Source: an optimization exercise on an open RTL-to-GDS flow (aim: small area). Production flows keep margins and buffers that such runs may drop. In this exercise RTL edits were held to simulation tests only and were not proved equivalent to the original. Power and IR drop assume default switching activity.

Setup of v51:
Design icsp_core, start of the top module:
module icsp_core (
    input  wire        clk,
    input  wire        rst,
    input  wire        host_we,
    input  wire [3:0]  host_addr,
    input  wire [31:0] host_wdata,
    output reg  [31:0] host_rdata,
    output wire        busy,
    output wire [1:0]  rst_lvl,
    output wire        pwr,
    output wire        dat_o,
    output wire        dat_oe,
    input  wire        dat_i,
    output wire        clk_o,
    output wire        clk_oe,
    output reg         act,
    output reg  [15:0] reg_idx,
    input  wire        reg_end,
    input  wire [15:0] reg_id,
    input  wire [31:0] reg_prog_size,
    input  wire [31:0] reg_cfg_start,
    input  wire [31:0] reg_cfg_size,
    input  wire [31:0] reg_data_start,
    input  wire [31:0] reg_data_size,
    input  wire [31:0] reg_rsv_words,
    input  wire [15:0] reg_cfg_save,
    input  wire [7:0]  reg_prog_ftype,
    input  wire [7:0]  reg_data_ftype,
    output wire        resp_valid,
    input  wire        resp_ready,
    output wire [31:0] resp_data,
    output wire        resp_last,
    output wire        resp_done
);
For scale: roughly 3900 cells after synthesis, roughly 460 flip-flops, roughly 370 I/O pins.
clock: 10.0 ns
lec_check: 0
cap_margin: 20
core_margin: 2
core_utilization: 50
slew_margin: 20
standard.sh (not shown) runs the stock make flow with config.mk's settings and CLKGATE_MAP_FILE= SYNTH_SCRIPT=/design/flow/synth_recipe.tcl, a recipe that flattens the netlist after the stock synthesis.
==> flow/flow/run.sh <==
#!/bin/bash
# Layout flow: the standard flow (standard.sh) with these changes:
# - synthesis: ORFS's final ABC mapping runs from flow/abc_area.script (a
#   delay-bounded, area-recovering mapping) instead of the speed script, and
#   adders are left to ABC instead of being mapped to full/half-adder cells.
#   Registers are mapped before ABC, so they match the standard synthesis.
# - every port still gets its own buffer, but a sky130_fd_sc_hd__buf_1;
# - clock tree: clkbuf_8 buffers on clusters of up to 14 sinks, no dummy loads.
set -euo pipefail
W=$(pwd)
export BUFFER_PORTS_ARGS="-buffer_cell sky130_fd_sc_hd__buf_1"
export CTS_ARGS="-sink_clustering_enable -sink_clustering_size 24 -sink_clustering_max_diameter 80 -repair_clock_nets -dont_use_dummy_load -buf_list {sky130_fd_sc_hd__clkbuf_16}"
bash standard.sh SYNTH_SCRIPT="$W/flow/synth_area.tcl" ADDER_MAP_FILE= > "$W/standard.log" 2>&1
==> flow/flow/abc_area.script <==
strash
dch
map -D 6000
strash
dch
map -D 6000
topo
==> flow/flow/synth_area.tcl <==
# The standard flow's synthesis (synth_recipe.tcl, one folder up) with the final ABC
# mapping run from an area-oriented script instead of ORFS's speed script.
# Registers are mapped before ABC runs, so they are the same as the standard flow's.
set here [file dirname [file normalize [info script]]]
set ::area_abc_script [file join $here abc_area.script]
proc abc {args} {
  set i [lsearch -exact $args -script]
  if { $i >= 0 } {
    lset args [expr { $i + 1 }] $::area_abc_script
  }
  puts "area abc: $args"
  yosys abc {*}$args
}
source [file join [file dirname $here] synth_recipe.tcl]
v51 ended with every stage complete and zero timing, DRC or antenna violations.
#### Input delta (v41 over v51)
-- flow/flow/run.sh --
<<< v51, line 10
W=$(pwd)
export BUFFER_PORTS_ARGS="-buffer_cell sky130_fd_sc_hd__buf_1"
export CTS_ARGS="-sink_clustering_enable -sink_clustering_size 24 -sink_clustering_max_diameter 80 -repair_clock_nets -dont_use_dummy_load -buf_list {sky130_fd_sc_hd__clkbuf_16}"
bash standard.sh SYNTH_SCRIPT="$W/flow/synth_area.tcl" ADDER_MAP_FILE= > "$W/standard.log" 2>&1
>>> v41, line 10
W=$(pwd)
export BUFFER_PORTS_ARGS="-buffer_cell sky130_fd_sc_hd__buf_1"
export CTS_ARGS="-sink_clustering_enable -sink_clustering_size 14 -sink_clustering_max_diameter 60 -repair_clock_nets -dont_use_dummy_load -buf_list {sky130_fd_sc_hd__clkbuf_8}"
bash standard.sh SYNTH_SCRIPT="$W/flow/synth_area.tcl" ADDER_MAP_FILE= > "$W/standard.log" 2>&1
## What came out
v41 against v51: reg2reg setup slack went up 60 ps, total inserted antenna cells went up 3, global-route usage over all layers held, power went down 0.19 mW. v41 and v51 ended up with roughly the same number of buffer and inverter stages on the critical path.
The following lists how v22 was set up differently from v41:
- changing CORE_UTILIZATION from 50 to 55
==> flow/flow/abc_area.script <==
strash
dch
map -D 7000
strash
dch
map -D 7000
topo
### Flow results
v22 against v41; full die area is down by a little under 10%.
The cell area after placement on v41 is in line with that on v22.
Against v41, wire length of the first global-routing pass in v22 fell slightly.
Relative to v41, v22 degrades post-route worst setup slack.
[v22] path length in cells of the critical path rose 6.7% relative to v41
Diff v41 -> v22: average vias per placed instance now sits higher; share of total power in the clock network shrank by 0.7 points; final-layout fill cell count saw a decrease; routed length per placed instance now sits higher; post-synthesis average cell area went up 1.1%.
[inputs] v17 vs v22
==> flow/flow/abc_area.script <==
strash
dch
map -D 6500
strash
dch
map -D 6500
topo
Results
- Number of hold-repair buffers added at the cts stage: v17 vs v22 identical
- Of the two values seen for slowest stage cell on the critical path, sky130_fd_sc_hd__edfxtp_1 was produced by v22 and sky130_fd_sc_hd__dfxtp_1 by v17.
- Number of multi-input combinational cells: lower on v22
- Sort v17 and v22 by critical path depth asc -> top: v17
- Per the comparison of v17 with v22, final worst setup slack now larger, utilization now smaller.

separate check: timing with driven ports:
In the flow no input, the clock included, has a driving cell. The finished layouts below were timed again as built, in two steps. Step 1, drivers: a clkbuf_16 drives clk and a buf_2 each remaining input, both assumed. Step 2, shift: input delay + t, output delay - t, t = (earliest + latest rising clock arrival at the registers) / 2. This alone moves slack from input paths to output paths. Slacks: ideal ports / drivers / drivers and shift; pairs: ideal ports / drivers.
run	shift t [ns]	setup WS [ns]	hold slack, ns	pins driven straight from the clock port
v51	0.632	0.869 / 0.869 / 0.869	0.458 / 0.458 / 0.458	1
v41	0.724	0.924 / 0.924 / 0.924	0.456 / 0.456 / 0.456	1
v22	0.732	0.750 / 0.750 / 0.750	0.455 / 0.455 / 0.455	1
v17	0.722	0.774 / 0.774 / 0.774	0.445 / 0.445 / 0.445	1
After both steps every run listed still meets setup and hold.
